This design comes from an exercise in tuning for small area, a short achievable clock period and few clock cycles on the open sky130 flow, not from production work. The RTL was checked by simulation tests, not by an equivalence proof against the original design. Power and IR drop assume default switching activity.

==> flow/design.v (excerpt) <==
module fbp_framer_rx (
    input  wire        clk,
    input  wire        rst,
    input  wire        in_valid,
    input  wire [7:0]  in_data,
    output wire        in_ready,
    output reg         ev_valid,
    output reg  [1:0]  ev_kind,
    output reg  [4:0]  ev_type,
    output reg  [10:0] ev_id,
    output reg  [15:0] ev_meta,
    output reg  [7:0]  ev_len,
    output reg         pl_valid,
    output reg  [7:0]  pl_data,
    output reg         pl_last,
    output reg         busy,
    output reg  [31:0] stat_ignored,
    output reg  [31:0] stat_resync
);
Size: about 2600 flip-flops, ~130 I/O pins, about 67000 µm² of cells after synthesis.
export LEC_CHECK = 0
export ABC_AREA = 1
export CAP_MARGIN = 20
export CORE_MARGIN = 2
export CORE_UTILIZATION = 50
export PLACE_DENSITY = 0.65
export SLEW_MARGIN = 20
create_clock -name core_clock -period 12.0 [get_ports {clk}]
standard.sh (not shown) runs the stock make flow with config.mk's settings and CLKGATE_MAP_FILE= SYNTH_SCRIPT=/design/flow/synth_recipe.tcl, a recipe that flattens the netlist after the stock synthesis.
==> flow/flow/run.sh <==
#!/bin/bash
# Standard layout, with the setup repair aiming at a tighter slack than the clock needs
# and a clock tree built from larger sink clusters without dummy loads.
set -euo pipefail
export SETUP_SLACK_MARGIN=8.5
export CTS_ARGS="-sink_clustering_enable -repair_clock_nets -sink_clustering_size 20 -sink_clustering_max_diameter 40 -sink_clustering_buffer sky130_fd_sc_hd__clkbuf_8 -buf_list {sky130_fd_sc_hd__clkbuf_8 sky130_fd_sc_hd__clkbuf_16} -dont_use_dummy_load"
bash standard.sh > standard_flow.log 2>&1
The baseline completed without violations.
Testbench counts at the start, summed over its fixed seeds: cycles 41,969.
Next try:
==> flow/flow/run.sh (replaced) <==
#!/bin/bash
# Standard layout, with the setup repair aiming at a tighter slack than the clock needs
# and a clock tree built from larger sink clusters without dummy loads.
set -euo pipefail
export SETUP_SLACK_MARGIN=8.5
export CTS_ARGS="-sink_clustering_enable -repair_clock_nets -sink_clustering_size 16 -sink_clustering_max_diameter 35 -sink_clustering_buffer sky130_fd_sc_hd__clkbuf_8 -buf_list {sky130_fd_sc_hd__clkbuf_8 sky130_fd_sc_hd__clkbuf_16} -dont_use_dummy_load"
bash standard.sh > standard_flow.log 2>&1
Outcome:
- The changed run ran to the end with no violations
- count of clock-buffer cells in the layout rises by 104
- routed wire length increases by 1.7%
- via count goes up by 2.2%
- fmax shrinks by 2.4%
- total power went up by 8.2%
- core utilization goes up by 1.3 points
- flip-flop and latch count does not change
- clock skew hardly moves
Next try:
==> flow/flow/run.sh (replaced) <==
#!/bin/bash
# Standard layout, with the setup repair aiming at a tighter slack than the clock needs
# and a clock tree built from larger sink clusters without dummy loads.
set -euo pipefail
export SETUP_SLACK_MARGIN=8.5
export CTS_ARGS="-sink_clustering_enable -repair_clock_nets -sink_clustering_size 35 -sink_clustering_max_diameter 60 -buf_list {sky130_fd_sc_hd__clkbuf_8 sky130_fd_sc_hd__clkbuf_16} -dont_use_dummy_load"
bash standard.sh > standard_flow.log 2>&1
Register-to-register slack gets worse by 0.10 ns; final area went down by a few percent; count of clock-buffer cells in the layout is lower by 202; sequential power stays flat; first-iteration DRC count drops slightly.
Next try:
--- a/flow/flow/run.sh
+++ b/flow/flow/run.sh
@@ -3,5 +3,5 @@
 # and a clock tree built from larger sink clusters without dummy loads.
 set -euo pipefail
-export SETUP_SLACK_MARGIN=8.5
+export SETUP_SLACK_MARGIN=8.6
 export CTS_ARGS="-sink_clustering_enable -repair_clock_nets -sink_clustering_size 35 -sink_clustering_max_diameter 60 -buf_list {sky130_fd_sc_hd__clkbuf_8 sky130_fd_sc_hd__clkbuf_16} -dont_use_dummy_load"
 bash standard.sh > standard_flow.log 2>&1
The new run completed with no timing, DRC or antenna violations.
Clock skew goes up by 0.026 ns.
Non-clock buffer count goes up by 2.
Via count barely changes.
Global-route usage goes down by 0.13 points.
Utilization stays flat.
Cell area is about the same.
First-iteration DRC count goes down by 2.0%.
Critical path depth is unchanged.
Hold slack degrades by 0.029 ns.
Routed wire length goes down by 0.77%.

* * *

Setup of lane 1:
Another version of the RTL of fbp_framer_rx (not shown whole).
Size: roughly 5200 cells after synthesis, about 2500 flip-flops, about 130 I/O pins.
==> flow/config.mk <==
export PLATFORM = sky130hd
export DESIGN_NAME = fbp_framer_rx
export DESIGN_NICKNAME = fbp_framer_rx
export VERILOG_FILES = /design/flow/design.v
export SDC_FILE = /design/flow/constraint.sdc
export NUM_CORES = 4
export LEC_CHECK = 0
export ABC_AREA = 1
export CAP_MARGIN = 20
export CORE_MARGIN = 2
export CORE_UTILIZATION = 50
export GPL_TIMING_DRIVEN = 0
export PLACE_DENSITY = 0.65
export SLEW_MARGIN = 20
==> flow/constraint.sdc <==
create_clock -name core_clock -period 12.0 [get_ports {clk}]
set_input_delay 2.4000 -clock core_clock [delete_from_list [all_inputs] [get_ports {clk}]]
set_output_delay 2.4000 -clock core_clock [all_outputs]
set_load 0.01 [all_outputs]
==> flow/flow/run.sh <==
#!/bin/bash
# Standard layout, with the setup repair aiming at a tighter slack than the clock needs
# and a clock tree built from larger sink clusters without dummy loads.
set -euo pipefail
export SETUP_SLACK_MARGIN=8.6
export CTS_ARGS="-sink_clustering_enable -repair_clock_nets -sink_clustering_size 35 -sink_clustering_max_diameter 60 -buf_list {sky130_fd_sc_hd__clkbuf_8 sky130_fd_sc_hd__clkbuf_16} -dont_use_dummy_load"
bash standard.sh > standard_flow.log 2>&1
Testbench counts of lane 1, summed over its fixed seeds: cycles 42,615.
### lane 1 -> lane 2
- a change of GPL_TIMING_DRIVEN from 0 to 1
- an added GPL_ROUTABILITY_DRIVEN of 0
Findings:
Lane 2 vs lane 1: first-pass GRT wire length down
Of lane 2 and lane 1, lane 2 shows the lower switching power as a share of total power, with lane 1 above it.
Data arrival at the endpoint of the critical path: lane 2 < lane 1
Lane 2 vs lane 1, final non-filler cell area went down by about 0.6%.
Fraction of standard cell area that is sequential: lane 2 > lane 1
Lane 2: number of CTS-inserted buffers is 2 lower than what lane 1 reported.
Edits applied to the flow inputs when going from lane 2 to lane 3:
- a deleted GPL_TIMING_DRIVEN that had been 1
- a deleted GPL_ROUTABILITY_DRIVEN that had been 0
--- a/flow/flow/run.sh
+++ b/flow/flow/run.sh
@@ -3,5 +3,5 @@
 # and a clock tree built from larger sink clusters without dummy loads.
 set -euo pipefail
-export SETUP_SLACK_MARGIN=8.6
+export SETUP_SLACK_MARGIN=8.45
 export CTS_ARGS="-sink_clustering_enable -repair_clock_nets -sink_clustering_size 35 -sink_clustering_max_diameter 60 -buf_list {sky130_fd_sc_hd__clkbuf_8 sky130_fd_sc_hd__clkbuf_16} -dont_use_dummy_load"
 bash standard.sh > standard_flow.log 2>&1
## What came out
Lane 3: full flow OK, the timing, design-rule and antenna checks passed. Reported for lane 3 and lane 2, mean instance size in the synthesized netlist turned out identical to the last digit. On worst hold slack: between lane 3 and lane 2, it ends up higher for lane 3. Run comparison: lane 2 worst setup path endpoint pl_data[3]; lane 3 worst setup path endpoint stat_resync[21]. Going from lane 2 to lane 3, area added between synthesis and finish flat, count of nets after finishing essentially unchanged. Lane 2 -> lane 3: total power consumption of the routed design flat. There was hardly any difference in total cell area at the placement stage between lane 2 and lane 3. Per the comparison of lane 3 with lane 2, worst setup slack up 0.013 ns; combinational fraction of design power flat; register-to-register slack down 0.05 ns.
Here is what was changed in the inputs of lane 4 compared with lane 3.
--- a/flow/flow/run.sh
+++ b/flow/flow/run.sh
@@ -3,5 +3,5 @@
 # and a clock tree built from larger sink clusters without dummy loads.
 set -euo pipefail
-export SETUP_SLACK_MARGIN=8.45
+export SETUP_SLACK_MARGIN=8.6
 export CTS_ARGS="-sink_clustering_enable -repair_clock_nets -sink_clustering_size 35 -sink_clustering_max_diameter 60 -buf_list {sky130_fd_sc_hd__clkbuf_8 sky130_fd_sc_hd__clkbuf_16} -dont_use_dummy_load"
 bash standard.sh > standard_flow.log 2>&1
Findings:
- Lane 4 vs lane 3, source of the critical timing path: pl_data[6]$_DFF_P_ vs stat_resync[21]$_SDFF_PP0_
- Lane 4 vs. lane 3: number of cells after detailed placement barely changed, normalized max-slew margin went down, cell count barely changed, aggregate routed wire length now sits higher, post-route cell area closely matched the old numbers.

afterwards: timing with drivers on the ports:
In the flow no input, the clock included, has a driving cell. The finished layouts below were timed again as built, in two steps.
Step 1: set_driving_cell puts a clkbuf_16 on clk and a buf_2 on each other input, an assumption about the parent block.
Step 2 times the ports against the registers' clock, not the clock port: input delays grow and output delays shrink by t, the midpoint of the rising clock arrivals with the driver on.
a / b / c = ideal / step 1 / step 2; a / b = the first two.
| run | shift t [ns] | setup WS [ns] | worst setup path after step 2 | pins driven straight from the clock port |
|---|---|---|---|---|
| the first run of note 1 | 0.814 | 8.386 / 8.309 / 8.041 | input to register | 1 |
| the second run of note 1 | 0.883 | 8.297 / 8.220 / 8.063 | input to register | 1 |
| the third run of note 1 | 0.781 | 8.392 / 8.323 / 8.081 | input to register | 1 |
| the fourth run of note 1 | 0.787 | 8.371 / 8.296 / 7.992 | input to register | 1 |
| lane 1 | 0.796 | 8.350 / 8.270 / 8.079 | input to register | 1 |
| lane 2 | 0.795 | 8.367 / 8.293 / 8.190 | input to register | 1 |
| lane 3 | 0.800 | 8.380 / 8.302 / 8.155 | input to register | 1 |
| lane 4 | 0.797 | 8.380 / 8.302 / 8.203 | input to register | 1 |
After both steps every run listed still meets setup and hold. The setup slack of the fourth run of note 1, which loses most, moves by -0.075 ns with the drivers and by -0.379 ns with both steps.
